From an optimization exercise on the open Yosys and OpenROAD flow, aimed at small area, a short achievable clock period and few clock cycles per item; shortcuts taken in it are not production practice.
Only the layout flow was run in this run; the RTL was not checked for function there.

`design.v`:
```
module sss_combine (
    input  wire         clk,
    input  wire         rst,           
    input  wire         in_valid,
    output reg          in_ready,
    input  wire         in_last,
    input  wire [7:0]   in_index,
    input  wire [255:0] in_value,
    output reg          out_valid,
    output wire [255:0] out_secret,
    output reg  [1:0]   out_fault,     
    output reg  [3:0]   out_fault_rec  
);
    localparam integer MMAX = 16;
    function [7:0] gf_mul(input [7:0] a, input [7:0] b);
        reg [14:0] r;
        integer k;
        begin
            r = 15'd0;
            for (k = 0; k < 8; k = k + 1)
                if (b[k]) r = r ^ ({7'd0, a} << k);
            for (k = 14; k >= 8; k = k - 1)
                if (r[k]) r = r ^ (15'h11d << (k - 8));
            gf_mul = r[7:0];
        end
    endfunction
    function [7:0] gf_mul_late(input [7:0] a, input [7:0] b);
        reg [7:0] col, r;
        integer k;
        begin
            col = a;
            r   = 8'd0;
            for (k = 0; k < 8; k = k + 1) begin
                r   = r ^ (b[k] ? col : 8'd0);
                col = {col[6:0], 1'b0} ^ (col[7] ? 8'h1d : 8'h00);
            end
            gf_mul_late = r;
        end
    endfunction
    function [7:0] gf_x(input [7:0] a);
        gf_x = {a[6:0], 1'b0} ^ (a[7] ? 8'h1d : 8'h00);
    endfunction
    function [3:0] g16_mul(input [3:0] a, input [3:0] b);
        reg [6:0] r; integer k;
        begin
            r = 7'd0;
            for (k = 0; k < 4; k = k + 1) if (b[k]) r = r ^ ({3'd0, a} << k);
            for (k = 6; k >= 4; k = k - 1) if (r[k]) r = r ^ (7'h13 << (k - 4));
            g16_mul = r[3:0];
        end
    endfunction
    function [3:0] g16_inv(input [3:0] a);
        case (a)
            4'd0: g16_inv = 4'd0;
            4'd1: g16_inv = 4'd1;
            4'd2: g16_inv = 4'd9;
            4'd3: g16_inv = 4'd14;
            4'd4: g16_inv = 4'd13;
            4'd5: g16_inv = 4'd11;
            4'd6: g16_inv = 4'd7;
            4'd7: g16_inv = 4'd6;
            4'd8: g16_inv = 4'd15;
            4'd9: g16_inv = 4'd2;
            4'd10: g16_inv = 4'd12;
            4'd11: g16_inv = 4'd5;
            4'd12: g16_inv = 4'd10;
            4'd13: g16_inv = 4'd4;
            4'd14: g16_inv = 4'd3;
            4'd15: g16_inv = 4'd8;
        endcase
    endfunction
    function [7:0] to_t(input [7:0] a);
        to_t = {a[5], a[2] ^ a[5] ^ a[6], a[1] ^ a[3] ^ a[4], a[4] ^ a[7], a[1] ^ a[2] ^ a[5], a[1] ^ a[3] ^ a[4] ^ a[7], a[1] ^ a[5], a[0] ^ a[1] ^ a[3]};
    endfunction
    function [7:0] from_t(input [7:0] a);
        from_t = {a[2] ^ a[5], a[1] ^ a[3] ^ a[6] ^ a[7], a[7], a[2] ^ a[4] ^ a[5], a[1] ^ a[2] ^ a[4] ^ a[7], a[1] ^ a[3], a[1] ^ a[7], a[0] ^ a[2] ^ a[4]};
    endfunction
    function [7:0] gf_div(input [7:0] p, input [7:0] e);
        reg [7:0] pt, et;
        reg [3:0] e1, e0, c1, c0, dl, di, h, l, pp;
        begin
            pt = to_t(p); et = to_t(e);
            e1 = et[7:4]; e0 = et[3:0];
            c1 = e1; c0 = e0 ^ e1;                        
            dl = g16_mul(e0, e0 ^ e1) ^ g16_mul(g16_mul(e1, e1), 4'd9);
            di = g16_inv(dl);
            pp = g16_mul(pt[7:4], c1);
            h  = pp ^ g16_mul(pt[7:4], c0) ^ g16_mul(pt[3:0], c1);
            l  = g16_mul(pp, 4'd9) ^ g16_mul(pt[3:0], c0);
            gf_div = from_t({g16_mul(h, di), g16_mul(l, di)});
        end
    endfunction
    reg         vphase;        
    reg  [3:0]  cnt;           
    reg  [4:0]  rem;           
    reg         wv;            
    reg         afirst;        
    reg  [7:0]  w;             
    reg  [7:0]  P;             
    reg  [7:0]  X [0:MMAX-1];
    reg  [7:0]  E [0:MMAX-1];
    reg  [255:0] acc;
    reg         f_zero, f_dup;
    reg  [3:0]  f_zero_rec, f_dup_rec;
    wire acc_idx = !vphase && in_valid;
    wire acc_val = vphase && in_valid && wv;
    wire step    = vphase && (rem != 5'd0) && (!wv || acc_val);
    wire last_v  = acc_val && (rem == 5'd0);
    assign out_secret = acc;
    wire [7:0] bc = vphase ? X[0] : in_index;
    reg  [7:0] d    [0:MMAX-1];
    reg  [7:0] prodE[0:MMAX-1];
    reg  [MMAX-1:0] eq;
    integer k;
    always @(*) begin
        for (k = 0; k < MMAX; k = k + 1) begin
            d[k]     = X[k] ^ bc;
            prodE[k] = gf_mul_late(E[k], d[k]);
            eq[k]    = (d[k] == 8'd0) && (k < cnt);
        end
    end
    wire [7:0] w_next = (f_zero || f_dup) ? 8'd0 : gf_div(P, E[0]);
    reg  [7:0] col [0:7];
    reg  [255:0] prod;
    integer c, p;
    always @(*) begin
        col[0] = w;
        for (c = 1; c < 8; c = c + 1) col[c] = gf_x(col[c-1]);
        for (c = 0; c < 8; c = c + 1) col[c] = col[c] & {8{acc_val}};
        for (p = 0; p < 32; p = p + 1) begin
            prod[8*p +: 8] = 8'd0;
            for (c = 0; c < 8; c = c + 1)
                prod[8*p +: 8] = prod[8*p +: 8] ^ (in_value[8*p + c] ? col[c] : 8'd0);
        end
    end
    always @(posedge clk)
        acc <= (afirst ? 256'd0 : acc) ^ prod;
    integer i;
    always @(posedge clk) begin
        for (i = 0; i < MMAX; i = i + 1) begin
            if (acc_idx) begin
                if (i == cnt) begin
                    X[i] <= in_index;
                    E[i] <= in_index;
                end else if (i < cnt) begin
                    E[i] <= prodE[i];
                end
            end else if (step && i < MMAX - 1) begin
                X[i] <= X[i+1];
                E[i] <= prodE[i+1];
            end
        end
    end
    always @(posedge clk) begin
        if (acc_idx)
            P <= (cnt == 4'd0) ? in_index : gf_mul_late(P, in_index);
        if (step)
            w <= w_next;
    end
    wire vphase_n = !rst && (last_v ? 1'b0 : ((acc_idx && in_last) ? 1'b1 : vphase));
    wire wv_n     = !rst && (step ? 1'b1 : (last_v ? 1'b0 : wv));
    always @(posedge clk) begin
        in_ready <= !vphase_n || wv_n;
        if (vphase) begin
            out_fault     <= f_zero ? 2'd1 : (f_dup ? 2'd2 : 2'd0);
            out_fault_rec <= f_zero ? f_zero_rec : f_dup_rec;
        end
    end
    always @(posedge clk) begin
        if (rst) begin
            vphase    <= 1'b0;
            cnt       <= 4'd0;
            wv        <= 1'b0;
            out_valid <= 1'b0;
        end else begin
            out_valid <= 1'b0;
            if (acc_idx) begin
                if (cnt == 4'd0) begin
                    f_zero <= 1'b0;
                    f_dup  <= 1'b0;
                end
                if (in_index == 8'd0 && !(f_zero && cnt != 4'd0)) begin
                    f_zero     <= 1'b1;
                    f_zero_rec <= cnt;
                end
                if ((|eq) && !(f_dup && cnt != 4'd0)) begin
                    f_dup     <= 1'b1;
                    f_dup_rec <= cnt;
                end
                cnt <= cnt + 4'd1;
                if (in_last) begin
                    rem    <= {1'b0, cnt} + 5'd1;
                    vphase <= 1'b1;
                    afirst <= 1'b1;
                end
            end
            if (step) begin
                wv  <= 1'b1;
                rem <= rem - 5'd1;
            end else if (last_v) begin
                wv <= 1'b0;
            end
            if (acc_val)
                afirst <= 1'b0;
            if (last_v) begin
                out_valid <= 1'b1;
                vphase    <= 1'b0;
                cnt       <= 4'd0;
            end
        end
    end
endmodule
```
`run.sh`:
```
#!/bin/bash
# synth_recipe.tcl (not shown) runs the flow's synth.tcl, then flattens the netlist and writes it again
# the make line also repeats each setting of config.mk as NAME=value (left out here)
make -C /OpenROAD-flow-scripts/flow DESIGN_CONFIG=/design/flow/config.mk WORK_HOME=/design/flow/orfs CLKGATE_MAP_FILE= SYNTH_SCRIPT=/design/flow/synth_recipe.tcl finish
```
`config.mk`:
```
export PLATFORM = sky130hd
export DESIGN_NAME = sss_combine
export DESIGN_NICKNAME = sss_combine
export VERILOG_FILES = /design/flow/design.v
export SDC_FILE = /design/flow/constraint.sdc
export NUM_CORES = 4
export LEC_CHECK = 0
export CAP_MARGIN = 20
export CORE_MARGIN = 2
export CORE_UTILIZATION = 40
export SLEW_MARGIN = 20
```
`constraint.sdc`:
```
create_clock -name core_clock -period 20.0 [get_ports {clk}]
set_input_delay 4.0000 -clock core_clock [delete_from_list [all_inputs] [get_ports {clk}]]
set_output_delay 4.0000 -clock core_clock [all_outputs]
set_load 0.01 [all_outputs]
```
==> flow_metrics.py <==
metrics = {
    "synthesis": {
        "synth_most_common_cell": "nand2_1",
        "yosys.area.top_type": "xnor2_1",
        "synth_area_leaders": "xnor2_1, nand2_1, edfxtp_1, xor2_1, dfxtp_1",
        "synth_common_cells": "nand2_1, xnor2_1, xor2_1, clkbuf_1, nor2_1",
        "syn_avg_cell_area_sq_um": 7.12,
        "yosysSeqAreaShare": 0.191,
        "synth_cells": 10400,
        "synth_flop_cell": "edfxtp_1",
        "yosysTopAreaCellShare": 0.352,
        "yosys_warnings": 6,
        "syn-num-nets": 10700,
        "synth_cell_types": 75,
        "ys_seq_elements": 558,
        "netlist_area_sq_um": 74000,
        "synth_async_sr_flop_share": 0,
        "synth_edf_count": 294,
    },
    "sta": {
        "worst_pin_slew_ps": 1210,
        "finalHoldViolations": 0,
        "fmax_ghz": 0.120,
        "hold_slack_ps": 515,
        "slew_headroom": 0.191,
        "setup_slack_ps": 11640,
        "period_share": 0.418,
        "setup-tns-final_ps": 0,
        "finalMaxSlewViolations": 0,
        "grt_setup_unrepaired": "false",
        "finalSetupViolCount": 0,
        "fin_crit_ps": 8360,
        "worst_clock_skew_ps": 30.7,
    },
    "grt": {
        "grt_max_degree": 196,
        "grt_pass1_wl_mm": 434,
        "grt.total_usage": 0.300,
        "overflow": 0,
        "antenna_found_initial": 56,
        "grt_pass1_vias": 66900,
    },
    "place": {
        "dp_slack_ps": 11150,
        "dp_hpwl_mm": 198,
        "place.gp.congestion": 0.968,
        "port_buffers": 531,
    },
    "status": {
        "status": "finished clean",
    },
    "clocking": {
        "path_clk_slew_ps": 60,
        "clkLatencyLatePin_ps": 710,
        "cts_tree": "done",
        "cts_buffers": 74,
        "clock_tree.buffer_depth": 3,
        "cts_root_buffer": "clkbuf_16",
        "cts_sinks": 558,
        "post_cts_buffers": 0,
        "cts_resized": 0,
        "ctsHtreeMaxLevel": 3,
        "ctsHoldBuffers": 0,
    },
    "floorplanning": {
        "start_util": 0.403,
        "row_count": 157,
        "core_sq_um": 183000,
        "pin_count": 532,
        "die_h_um": 434,
        "die_area_sq_um": 188000,
        "die_w_um": 434,
    },
    "detailed_routing": {
        "drt-total-wl_mm": 294,
        "ant_nets": 0,
        "wire_per_inst_um": 23.0,
        "firstDrtPassIters": 7,
        "dr_total_vias": 70300,
        "via_per_inst": 5.50,
        "drtIter0Drc": 7214,
        "route.detailed.drc": 0,
    },
    "worst_setup_path": {
        "cp-end-kind": "flip-flop",
        "crit_fanout": 76,
        "arrival_ps": 9010,
        "path_class": "in2reg",
        "start_kind": "input port",
        "critPathRequiredTime_ps": 20650,
    },
    "cells_and_area": {
        "synthToLayoutAreaGrowth_pct": 11.6,
        "final_util": 0.450,
        "fin_nets": 10500,
        "layout-drive-gt1-share": 0.0342,
    },
    "worst_hold_path": {
        "hold_class": "reg2reg",
    },
    "job": {
        "max-cap-violations": 0,
    },
}
[placed cells by master (no fill, tap or decap), drive strengths merged, types with 99 or more instances in the layout]
master / count
a21oi: 262
buf: 149
clkbuf: 99
clkdlybuf4s50: 523
dfxtp: 264
edfxtp: 294
nand2: 3163
nand2b: 231
nand3: 120
nor2: 428
nor3: 101
o211ai: 101
o21ai: 327
xnor2: 2980
xor2: 650
[logic make-up after synthesis]
family,share of synthesized area
simple gates,0.230
xor+xnor,0.437
compound gates,0.0774
buf+inv,0.0531
flops,0.191
mux,0.00930
fa+ha+maj,0.00203
[worst max-delay path, cell delays in order]
cell and delay (ps):
clkdlybuf4s50_1 580, nand2_1 150, nor2_4 480, buf_4 650
and2_4 980, buf_4 990, nand2_1 180, xnor2_1 270
xnor2_1 160, xnor2_1 150, xnor2_1 130
[worst paths after layout]
check	depth (start not counted)	endpoint	slack, ps	startpoint
setup reg to reg	14	w[6]	14310	E[0][1]
hold / removal	2	in_ready	520	wv
setup / recovery	11	acc[217]	11640	in_valid
hold reg to reg	2	in_ready	520	wv
[per-layer routing]
layer,wire length (um),share of wire,global-route usage
met5,93,0.00032,0
met4,17500,0.059,0.170
met3,26300,0.089,0.0515
met2,134000,0.45,0.478
met1,117000,0.40,0.383
[final cells by class]
cell class | instances | area [sq um]
multi-input cells | 8880 | 56300
clock buffers | 99 | 2050
diodes | 42 | 105
flip-flops and latches | 558 | 14100
fillers | 18500 | 101000
well taps | 2464 | 3080
inverters | 42 | 165
clock inverters | 36 | 384
repair buffers | 672 | 6370
[metrics by stage]
step | cell area, sq um | cells
floorplan | 74000 | 10400
global placement | 80000 | 12600
detailed placement | 80000 | 12600
CTS | 82400 | 12800
global route | 82600 | 12800
finish | 82600 | 12800
[state kept, by name, indices dropped and copies added, names as in the netlist]
register and count:
f_dup 1, f_dup_rec 4, wv 1, f_zero_rec 4, out_fault_rec 4, in_ready 1
cnt 4, E 128, out_fault 2, X 128, afirst 1, out_valid 1
acc 256, w 8, f_zero 1, rem 5, vphase 1, P 8

[static timing again, ports no longer ideal]
In the flow no input, the clock included, has a driving cell. The finished layout below was timed again as built, in two steps. Step 1, drivers: a clkbuf_16 drives clk and a buf_2 each remaining input, both assumed. Step 2, shift: input delay + t, output delay - t, t = (earliest + latest rising clock arrival at the registers) / 2. This alone moves slack from input paths to output paths. a / b / c = ideal / step 1 / step 2; a / b = the first two.
t (ns): 0.793
setup slack, ns: 11.636 / 11.612 / 10.818
pins driven straight from the clock port: 1
After both steps setup and hold are still met in this run. The setup slack of this run moves by -0.024 ns with the drivers and by -0.818 ns with both steps.
